Context: an optimization exercise on an open-source flow, tuned for small area, a short achievable clock period and few clock cycles. The choices shown serve that exercise and are no tape-out recipe.
At most, simulation tests tie the RTL to the original design; equivalence was not proved.
Power figures rest on the tool's default switching activity, not on a simulated workload.

==> flow/design.v (excerpt) <==
module cpu4 (
    input  wire       clk,
    input  wire       rst,         
    output wire [7:0] rom_addr,
    input  wire [7:0] rom_data,
    input  wire       img_we,
    input  wire [3:0] img_addr,
    input  wire [3:0] img_data,
    input  wire       in_valid,
    input  wire [3:0] in_data,
    input  wire [3:0] sw_toggle,
    output wire       out_valid,
    output wire [3:0] out_data,
    output wire [3:0] led,
    output wire [3:0] sw,
    output wire       waiting,
    output wire       halted
);
==> flow/config.mk <==
export PLATFORM = sky130hd
export DESIGN_NAME = cpu4
export DESIGN_NICKNAME = cpu4
export VERILOG_FILES = /design/flow/design.v
export SDC_FILE = /design/flow/constraint.sdc
export NUM_CORES = 4
export LEC_CHECK = 0
export CAP_MARGIN = 20
export CORE_MARGIN = 2
export CORE_UTILIZATION = 40
export CTS_BUF_LIST = sky130_fd_sc_hd__clkbuf_16
export CTS_CLUSTER_DIAMETER = 80
export CTS_CLUSTER_SIZE = 22
export SETUP_SLACK_MARGIN = 2.7
export SLEW_MARGIN = 20
==> flow/constraint.sdc <==
create_clock -name core_clock -period 5.0 [get_ports {clk}]
set_input_delay 1.0000 -clock core_clock [delete_from_list [all_inputs] [get_ports {clk}]]
set_output_delay 1.0000 -clock core_clock [all_outputs]
set_load 0.01 [all_outputs]
standard.sh (not shown) runs the stock make flow with config.mk's settings and CLKGATE_MAP_FILE= SYNTH_SCRIPT=/design/flow/synth_recipe.tcl, a recipe that flattens the netlist after the stock synthesis.
==> flow/flow/run.sh <==
#!/bin/bash
# The standard layout (standard.sh: the standard flow's synthesis and ORFS flow, unchanged),
# with the ports buffered by sky130_fd_sc_hd__buf_2 instead of the cell
# buffer_ports picks by default. Every port still gets its own buffer.
set -euo pipefail
export BUFFER_PORTS_ARGS="-buffer_cell sky130_fd_sc_hd__buf_2"
bash standard.sh finish > standard.log 2>&1
Rerun with:
--- a/flow/design.v
+++ b/flow/design.v
@@ -22,17 +22,16 @@
     reg  [3:0] opv;           
     reg        c_sta;         
     reg        c_stai;        
     reg        c_push;        
     reg        c_zmod;        
     reg        c_cmod;        
     reg        c_kill;        
     reg        c_stk;         
-    reg        c_ldai;        
     reg        clr_p;         
     reg        jp;            
     reg  [3:0] acc;
     reg        zs;            
     reg        zsave;         
     reg        cf;
     reg  [3:0] spm;           
     reg        s_empty;       
@@ -46,19 +45,19 @@
     reg        ov;            
     wire [3:0] op = ir[7:4];
     wire [3:0] n  = ir[3:0];
     wire       e_ext  = (op == 4'hF);
     wire       e_rst  = iv & e_ext & (n == 4'h1);
     wire       e_pop  = iv & e_ext & (n == 4'h5) & ~s_empty;
     wire       e_ret  = iv & e_ext & (n == 4'h6) & ~s_empty;    
     wire       e_push = iv & c_push & ~s_full;
-    wire       ldai1  = iv & c_ldai;
-    wire       kill   = iv & (c_kill | c_ldai);
+    wire       kill   = iv & c_kill;
     wire [7:0] stk_top = stack[8*spm +: 8];
+    wire [3:0] ram_ind = ram[4*opv +: 4];
     wire [4:0] sum     = {1'b0, acc} + {1'b0, opv};
     wire [4:0] diff    = {1'b0, acc} - {1'b0, opv};
     wire [7:0] pc_inc  = pc + 8'd1;
     wire [7:0] pc_inc2 = pc + 8'd2;
     wire       zf      = zs ? (acc == 4'd0) : zsave;
     reg  [3:0] acc_e;
     reg        zs_e, zsave_e, cf_e;
     always @(*) begin
@@ -69,16 +68,17 @@
         case (op)
         4'h1: begin acc_e = opv; zs_e = 1'b1; end
         4'h2: begin acc_e = n; zs_e = 1'b1; end
         4'h4: begin acc_e = sum[3:0]; cf_e = sum[4]; zs_e = 1'b1; end
         4'h5: begin acc_e = diff[3:0]; cf_e = diff[4]; zs_e = 1'b1; end
         4'h6: begin acc_e = acc & opv; zs_e = 1'b1; end
         4'h7: begin acc_e = acc | opv; zs_e = 1'b1; end
         4'h8: begin acc_e = acc ^ opv; zs_e = 1'b1; end
+        4'h9: begin acc_e = ram_ind; zs_e = 1'b1; end
         4'hF: begin
             case (n)
             4'h1: begin acc_e = 4'd0; zs_e = 1'b0; zsave_e = 1'b0; cf_e = 1'b0; end
             4'h3: begin acc_e = ~acc; zs_e = 1'b1; end
             4'h5: if (!s_empty) begin acc_e = stk_top[3:0]; zs_e = 1'b0; zsave_e = zf; end
             default: ;
             endcase
         end
@@ -102,47 +102,33 @@
     end
     wire [3:0] f_op  = rom_data[7:4];
     wire [3:0] f_n   = rom_data[3:0];
     wire       f_ret = (rom_data == 8'hF6);
     wire       f_br  = ~jp & iv & (((f_op == 4'hC) & c_zmod) | ((f_op == 4'hD) & c_cmod) |
                                    (f_ret & c_stk));
     wire       f_go  = ~kill & ~ht & ~wt & ~img_we & ~clr_p & ~f_br;
     wire       f_fwd = iv & ((c_sta & (n == f_n)) | (c_stai & (opv == f_n)));
-    wire [3:0] f_addr = ldai1 ? opv : f_n;
-    wire [3:0] f_opv = f_fwd ? acc : ram[4*f_addr +: 4];
+    wire [3:0] f_opv = f_fwd ? acc : ram[4*f_n +: 4];
     wire       d_zmod = (f_op == 4'h1) | (f_op == 4'h2) | (f_op == 4'h4) | (f_op == 4'h5) |
                         (f_op == 4'h6) | (f_op == 4'h7) | (f_op == 4'h8) | (f_op == 4'h9) |
                         (rom_data == 8'hF3);
     wire       d_cmod = (f_op == 4'h4) | (f_op == 4'h5);
     wire       d_kill = (rom_data == 8'h1E) | (rom_data == 8'hF0) | (rom_data == 8'hF1);
     wire       d_stk  = (f_op == 4'hE) | (rom_data == 8'hF4) | (rom_data == 8'hF5) | f_ret;
     always @(posedge clk) begin
+        ir     <= rom_data;
         opv    <= f_opv;
-        if (ldai1) begin
-            ir     <= 8'h10;
-            c_sta  <= 1'b0;
-            c_stai <= 1'b0;
-            c_push <= 1'b0;
-            c_zmod <= 1'b1;
-            c_cmod <= 1'b0;
-            c_kill <= 1'b0;
-            c_stk  <= 1'b0;
-            c_ldai <= 1'b0;
-        end else begin
-            ir     <= rom_data;
-            c_sta  <= (f_op == 4'h3);
-            c_stai <= (f_op == 4'hA);
-            c_push <= (f_op == 4'hE) | (rom_data == 8'hF4);
-            c_zmod <= d_zmod;
-            c_cmod <= d_cmod;
-            c_kill <= d_kill;
-            c_stk  <= d_stk;
-            c_ldai <= (f_op == 4'h9);
-        end
+        c_sta  <= (f_op == 4'h3);
+        c_stai <= (f_op == 4'hA);
+        c_push <= (f_op == 4'hE) | (rom_data == 8'hF4);
+        c_zmod <= d_zmod;
+        c_cmod <= d_cmod;
+        c_kill <= d_kill;
+        c_stk  <= d_stk;
     end
     always @(posedge clk) begin
         if (rst) begin
             pc      <= 8'd0;
             iv      <= 1'b0;
             jp      <= 1'b0;
             acc     <= 4'd0;
             zs      <= 1'b0;
@@ -184,17 +170,17 @@
             end
             if (e_rst) begin
                 spm     <= 4'd15;
                 s_empty <= 1'b1;
                 s_full  <= 1'b0;
                 led_r   <= 4'd0;
             end
             if (e_rst) pc <= 8'd0;
-            iv <= ldai1;
+            iv <= 1'b0;
             if (f_go) begin
                 if (jp) begin
                     pc <= rom_data;
                     jp <= 1'b0;
                 end else begin
                     case (f_op)
                     4'hB: begin
                         pc <= pc_inc;
Total power came out higher by about 0.9%.
Non-clock buffer count is higher by 4.
Sequential power stays flat.
Die area is higher by about 4%.
Count of clock-buffer cells in the layout stays the same.
Testbench counts after the change, summed over its fixed seeds: cycles 119,591.
Only the layout flow was run in the first run of this note; the RTL was not checked for function there.

The RTL this note starts from:
==> flow/design.v <==
module cpu4 (
    input  wire       clk,
    input  wire       rst,         
    output wire [7:0] rom_addr,
    input  wire [7:0] rom_data,
    input  wire       img_we,
    input  wire [3:0] img_addr,
    input  wire [3:0] img_data,
    input  wire       in_valid,
    input  wire [3:0] in_data,
    input  wire [3:0] sw_toggle,
    output wire       out_valid,
    output wire [3:0] out_data,
    output wire [3:0] led,
    output wire [3:0] sw,
    output wire       waiting,
    output wire       halted
);
    reg  [7:0] pc;
    reg  [7:0] ir;            
    reg        iv;            
    reg  [3:0] opv;           
    reg        c_sta;         
    reg        c_stai;        
    reg        c_push;        
    reg        c_zmod;        
    reg        c_cmod;        
    reg        c_kill;        
    reg        c_stk;         
    reg        clr_p;         
    reg        jp;            
    reg  [3:0] acc;
    reg        zf, cf;
    reg  [3:0] spm;           
    reg        s_empty;       
    reg        s_full;        
    reg  [63:0] ram;          
    reg  [127:0] stack;       
    reg  [3:0] led_r;
    reg  [3:0] sw_r;
    reg        wt;            
    reg        ht;            
    reg        ov;            
    wire [3:0] op = ir[7:4];
    wire [3:0] n  = ir[3:0];
    wire       e_ext  = (op == 4'hF);
    wire       e_rst  = iv & e_ext & (n == 4'h1);
    wire       e_pop  = iv & e_ext & (n == 4'h5) & ~s_empty;
    wire       e_ret  = iv & e_ext & (n == 4'h6) & ~s_empty;    
    wire       e_push = iv & c_push & ~s_full;
    wire       kill   = iv & c_kill;
    wire [7:0] stk_top = stack[8*spm +: 8];
    wire [3:0] ram_ind = ram[4*opv +: 4];
    wire [4:0] sum     = {1'b0, acc} + {1'b0, opv};
    wire [4:0] diff    = {1'b0, acc} - {1'b0, opv};
    wire [3:0] negacc  = 4'd0 - acc;
    wire [7:0] pc_inc  = pc + 8'd1;
    wire [7:0] pc_inc2 = pc + 8'd2;
    wire       opv_z   = (opv == 4'd0);
    wire       acc_z   = (acc == 4'd0);
    wire       eq      = (opv == acc);
    reg  [3:0] acc_e;
    reg        zf_e, cf_e;
    always @(*) begin
        acc_e = acc;
        zf_e  = zf;
        cf_e  = cf;
        case (op)
        4'h1: begin acc_e = opv; zf_e = opv_z; end
        4'h2: begin acc_e = n; zf_e = (n == 4'd0); end
        4'h4: begin acc_e = sum[3:0]; cf_e = sum[4]; zf_e = (opv == negacc); end
        4'h5: begin acc_e = diff[3:0]; cf_e = diff[4]; zf_e = eq; end
        4'h6: begin acc_e = acc & opv; zf_e = ((acc & opv) == 4'd0); end
        4'h7: begin acc_e = acc | opv; zf_e = acc_z & opv_z; end
        4'h8: begin acc_e = acc ^ opv; zf_e = eq; end
        4'h9: begin acc_e = ram_ind; zf_e = (ram_ind == 4'd0); end
        4'hF: begin
            case (n)
            4'h1: begin acc_e = 4'd0; zf_e = 1'b0; cf_e = 1'b0; end
            4'h3: begin acc_e = ~acc; zf_e = (acc == 4'hF); end
            4'h5: if (!s_empty) acc_e = stk_top[3:0];
            default: ;
            endcase
        end
        default: ;
        endcase
    end
    wire       ram_clr = rst | clr_p;
    wire [3:0] ram_wd  = ram_clr ? 4'd0 : img_we ? img_data : wt ? in_data : acc;
    integer i;
    always @(posedge clk) begin
        for (i = 0; i < 16; i = i + 1)
            if (ram_clr || (img_we && img_addr == i) || (wt && in_valid && i == 14) ||
                (iv && c_sta && n == i) || (iv && c_stai && opv == i))
                ram[4*i +: 4] <= ram_wd;
    end
    wire [7:0] stk_wd = (op == 4'hE) ? pc_inc : {4'd0, acc};
    always @(posedge clk) begin
        for (i = 0; i < 16; i = i + 1)
            if (e_push && spm == ((i + 15) % 16))
                stack[8*i +: 8] <= stk_wd;
    end
    wire [3:0] f_op  = rom_data[7:4];
    wire [3:0] f_n   = rom_data[3:0];
    wire       f_ret = (rom_data == 8'hF6);
    wire       f_br  = ~jp & iv & (((f_op == 4'hC) & c_zmod) | ((f_op == 4'hD) & c_cmod) |
                                   (f_ret & c_stk));
    wire       f_go  = ~kill & ~ht & ~wt & ~img_we & ~clr_p & ~f_br;
    wire       f_fwd = iv & ((c_sta & (n == f_n)) | (c_stai & (opv == f_n)));
    wire [3:0] f_opv = f_fwd ? acc : ram[4*f_n +: 4];
    wire       d_zmod = (f_op == 4'h1) | (f_op == 4'h2) | (f_op == 4'h4) | (f_op == 4'h5) |
                        (f_op == 4'h6) | (f_op == 4'h7) | (f_op == 4'h8) | (f_op == 4'h9) |
                        (rom_data == 8'hF3);
    wire       d_cmod = (f_op == 4'h4) | (f_op == 4'h5);
    wire       d_kill = (rom_data == 8'h1E) | (rom_data == 8'hF0) | (rom_data == 8'hF1);
    wire       d_stk  = (f_op == 4'hE) | (rom_data == 8'hF4) | (rom_data == 8'hF5) | f_ret;
    always @(posedge clk) begin
        ir     <= rom_data;
        opv    <= f_opv;
        c_sta  <= (f_op == 4'h3);
        c_stai <= (f_op == 4'hA);
        c_push <= (f_op == 4'hE) | (rom_data == 8'hF4);
        c_zmod <= d_zmod;
        c_cmod <= d_cmod;
        c_kill <= d_kill;
        c_stk  <= d_stk;
    end
    always @(posedge clk) begin
        if (rst) begin
            pc      <= 8'd0;
            iv      <= 1'b0;
            jp      <= 1'b0;
            acc     <= 4'd0;
            zf      <= 1'b0;
            cf      <= 1'b0;
            spm     <= 4'd15;
            s_empty <= 1'b1;
            s_full  <= 1'b0;
            led_r   <= 4'd0;
            wt      <= 1'b0;
            ht      <= 1'b0;
            ov      <= 1'b0;
            clr_p   <= 1'b0;
        end else begin
            clr_p <= e_rst;
            ov <= iv & (ir == 8'hF2);
            if (iv) begin
                acc <= acc_e;
                zf  <= zf_e;
                cf  <= cf_e;
            end else if (wt && in_valid) begin
                acc <= in_data;
                zf  <= (in_data == 4'd0);
                wt  <= 1'b0;
            end
            if (iv && ir == 8'h1E) wt <= 1'b1;
            if (iv && ir == 8'hF0) ht <= 1'b1;
            if (iv && c_sta && n == 4'd15) led_r <= acc;
            if (e_push) begin
                spm     <= spm + 4'd1;
                s_empty <= 1'b0;
                s_full  <= (spm == 4'd14);
            end
            if (e_pop || e_ret) begin
                spm     <= spm - 4'd1;
                s_full  <= 1'b0;
                s_empty <= (spm == 4'd0);
            end
            if (e_rst) begin
                spm     <= 4'd15;
                s_empty <= 1'b1;
                s_full  <= 1'b0;
                led_r   <= 4'd0;
            end
            if (e_rst) pc <= 8'd0;
            iv <= 1'b0;
            if (f_go) begin
                if (jp) begin
                    pc <= rom_data;
                    jp <= 1'b0;
                end else begin
                    case (f_op)
                    4'hB: begin
                        pc <= pc_inc;
                        jp <= 1'b1;
                    end
                    4'hC: begin
                        if (zf) begin pc <= pc_inc; jp <= 1'b1; end
                        else pc <= pc_inc2;
                    end
                    4'hD: begin
                        if (cf) begin pc <= pc_inc; jp <= 1'b1; end
                        else pc <= pc_inc2;
                    end
                    default: begin
                        pc     <= (f_ret && !s_empty) ? stk_top : pc_inc;
                        jp     <= (f_op == 4'hE);
                        iv     <= 1'b1;
                    end
                    endcase
                end
            end
        end
    end
    always @(posedge clk) begin
        if (rst)
            sw_r <= 4'd0;
        else
            sw_r <= sw_r ^ sw_toggle;
    end
    assign rom_addr  = pc;
    assign out_valid = ov;
    assign out_data  = acc;
    assign led       = led_r;
    assign sw        = sw_r;
    assign waiting   = wt;
    assign halted    = ht;
endmodule
export LEC_CHECK = 0
export ABC_CLOCK_PERIOD_IN_PS = 2200
export CAP_MARGIN = 20
export CORE_MARGIN = 2
export CORE_UTILIZATION = 40
export CTS_BUF_LIST = sky130_fd_sc_hd__clkbuf_16
export CTS_CLUSTER_DIAMETER = 80
export CTS_CLUSTER_SIZE = 22
export SETUP_SLACK_MARGIN = 2.6
export SLEW_MARGIN = 20
create_clock -name core_clock -period 5.0 [get_ports {clk}]
Scripts as last shown in full above: flow/flow/run.sh
Then changed:
--- a/flow/design.v
+++ b/flow/design.v
@@ -30,7 +30,9 @@
     reg        clr_p;         
     reg        jp;            
     reg  [3:0] acc;
-    reg        zf, cf;
+    reg        zs;            
+    reg        zsave;         
+    reg        cf;
     reg  [3:0] spm;           
     reg        s_empty;       
     reg        s_full;        
@@ -53,32 +55,30 @@
     wire [3:0] ram_ind = ram[4*opv +: 4];
     wire [4:0] sum     = {1'b0, acc} + {1'b0, opv};
     wire [4:0] diff    = {1'b0, acc} - {1'b0, opv};
-    wire [3:0] negacc  = 4'd0 - acc;
     wire [7:0] pc_inc  = pc + 8'd1;
     wire [7:0] pc_inc2 = pc + 8'd2;
-    wire       opv_z   = (opv == 4'd0);
-    wire       acc_z   = (acc == 4'd0);
-    wire       eq      = (opv == acc);
+    wire       zf      = zs ? (acc == 4'd0) : zsave;
     reg  [3:0] acc_e;
-    reg        zf_e, cf_e;
+    reg        zs_e, zsave_e, cf_e;
     always @(*) begin
-        acc_e = acc;
-        zf_e  = zf;
-        cf_e  = cf;
+        acc_e   = acc;
+        zs_e    = zs;
+        zsave_e = zsave;
+        cf_e    = cf;
         case (op)
-        4'h1: begin acc_e = opv; zf_e = opv_z; end
-        4'h2: begin acc_e = n; zf_e = (n == 4'd0); end
-        4'h4: begin acc_e = sum[3:0]; cf_e = sum[4]; zf_e = (opv == negacc); end
-        4'h5: begin acc_e = diff[3:0]; cf_e = diff[4]; zf_e = eq; end
-        4'h6: begin acc_e = acc & opv; zf_e = ((acc & opv) == 4'd0); end
-        4'h7: begin acc_e = acc | opv; zf_e = acc_z & opv_z; end
-        4'h8: begin acc_e = acc ^ opv; zf_e = eq; end
-        4'h9: begin acc_e = ram_ind; zf_e = (ram_ind == 4'd0); end
+        4'h1: begin acc_e = opv; zs_e = 1'b1; end
+        4'h2: begin acc_e = n; zs_e = 1'b1; end
+        4'h4: begin acc_e = sum[3:0]; cf_e = sum[4]; zs_e = 1'b1; end
+        4'h5: begin acc_e = diff[3:0]; cf_e = diff[4]; zs_e = 1'b1; end
+        4'h6: begin acc_e = acc & opv; zs_e = 1'b1; end
+        4'h7: begin acc_e = acc | opv; zs_e = 1'b1; end
+        4'h8: begin acc_e = acc ^ opv; zs_e = 1'b1; end
+        4'h9: begin acc_e = ram_ind; zs_e = 1'b1; end
         4'hF: begin
             case (n)
-            4'h1: begin acc_e = 4'd0; zf_e = 1'b0; cf_e = 1'b0; end
-            4'h3: begin acc_e = ~acc; zf_e = (acc == 4'hF); end
-            4'h5: if (!s_empty) acc_e = stk_top[3:0];
+            4'h1: begin acc_e = 4'd0; zs_e = 1'b0; zsave_e = 1'b0; cf_e = 1'b0; end
+            4'h3: begin acc_e = ~acc; zs_e = 1'b1; end
+            4'h5: if (!s_empty) begin acc_e = stk_top[3:0]; zs_e = 1'b0; zsave_e = zf; end
             default: ;
             endcase
         end
@@ -131,7 +131,8 @@
             iv      <= 1'b0;
             jp      <= 1'b0;
             acc     <= 4'd0;
-            zf      <= 1'b0;
+            zs      <= 1'b0;
+            zsave   <= 1'b0;
             cf      <= 1'b0;
             spm     <= 4'd15;
             s_empty <= 1'b1;
@@ -145,12 +146,13 @@
             clr_p <= e_rst;
             ov <= iv & (ir == 8'hF2);
             if (iv) begin
-                acc <= acc_e;
-                zf  <= zf_e;
-                cf  <= cf_e;
+                acc   <= acc_e;
+                zs    <= zs_e;
+                zsave <= zsave_e;
+                cf    <= cf_e;
             end else if (wt && in_valid) begin
                 acc <= in_data;
-                zf  <= (in_data == 4'd0);
+                zs  <= 1'b1;
                 wt  <= 1'b0;
             end
             if (iv && ir == 8'h1E) wt <= 1'b1;
The changed run went through all stages and came out clean.
Maximum frequency is higher by 0.41%.
Total power drops by 0.83%.
Clock power is about the same.
Die area falls by 2.1%.
Final cell count is lower by 4.6%.
Via count falls by 6.1%.
Synthesized area is lower by 2.1%.
Design area went down by 2.2%.
Clock skew fell by 5.7 ps.
First-iteration DRC count goes down by 16%.
Clock-buffer cell count goes up by 1.
Setup slack gets better by 10 ps.
Testbench counts after the change, summed over its fixed seeds: cycles 119,591.
Function not checked in the first run of this note: the RTL went through the layout flow alone.

## separate check: timing with driven ports
In the flow no input, the clock included, has a driving cell. The finished layouts below were timed again as built, in two steps. Step 1, drivers: a clkbuf_16 drives clk and a buf_2 each remaining input, both assumed. Step 2 moves the port delays by t, midway between the first and last clock arrival at a register: inputs arrive t later, outputs are due t later. That takes back most of the time a late clock gives input paths. Three values: ideal, step 1, step 2; two values: the first two.
run	shift t [ns]	slack for setup (ns)	hold WS [ns]	worst setup path at the end
the first run of note 1	0.542	2.680 / 2.613 / 2.072	0.456 / 0.456 / 0.456	input to register
the second run of note 1	0.555	2.762 / 2.728 / 2.236	0.507 / 0.507 / 0.507	input to register
the first run of note 2	0.544	2.573 / 2.573 / 2.115	0.499 / 0.499 / 0.499	input to register
the second run of note 2	0.536	2.583 / 2.614 / 2.079	0.499 / 0.499 / 0.499	input to register
After both steps setup and hold are still met in every run listed. For the first run of note 1, which loses most, drivers alone change the setup slack by -0.067 ns; drivers and shift together by -0.608 ns.
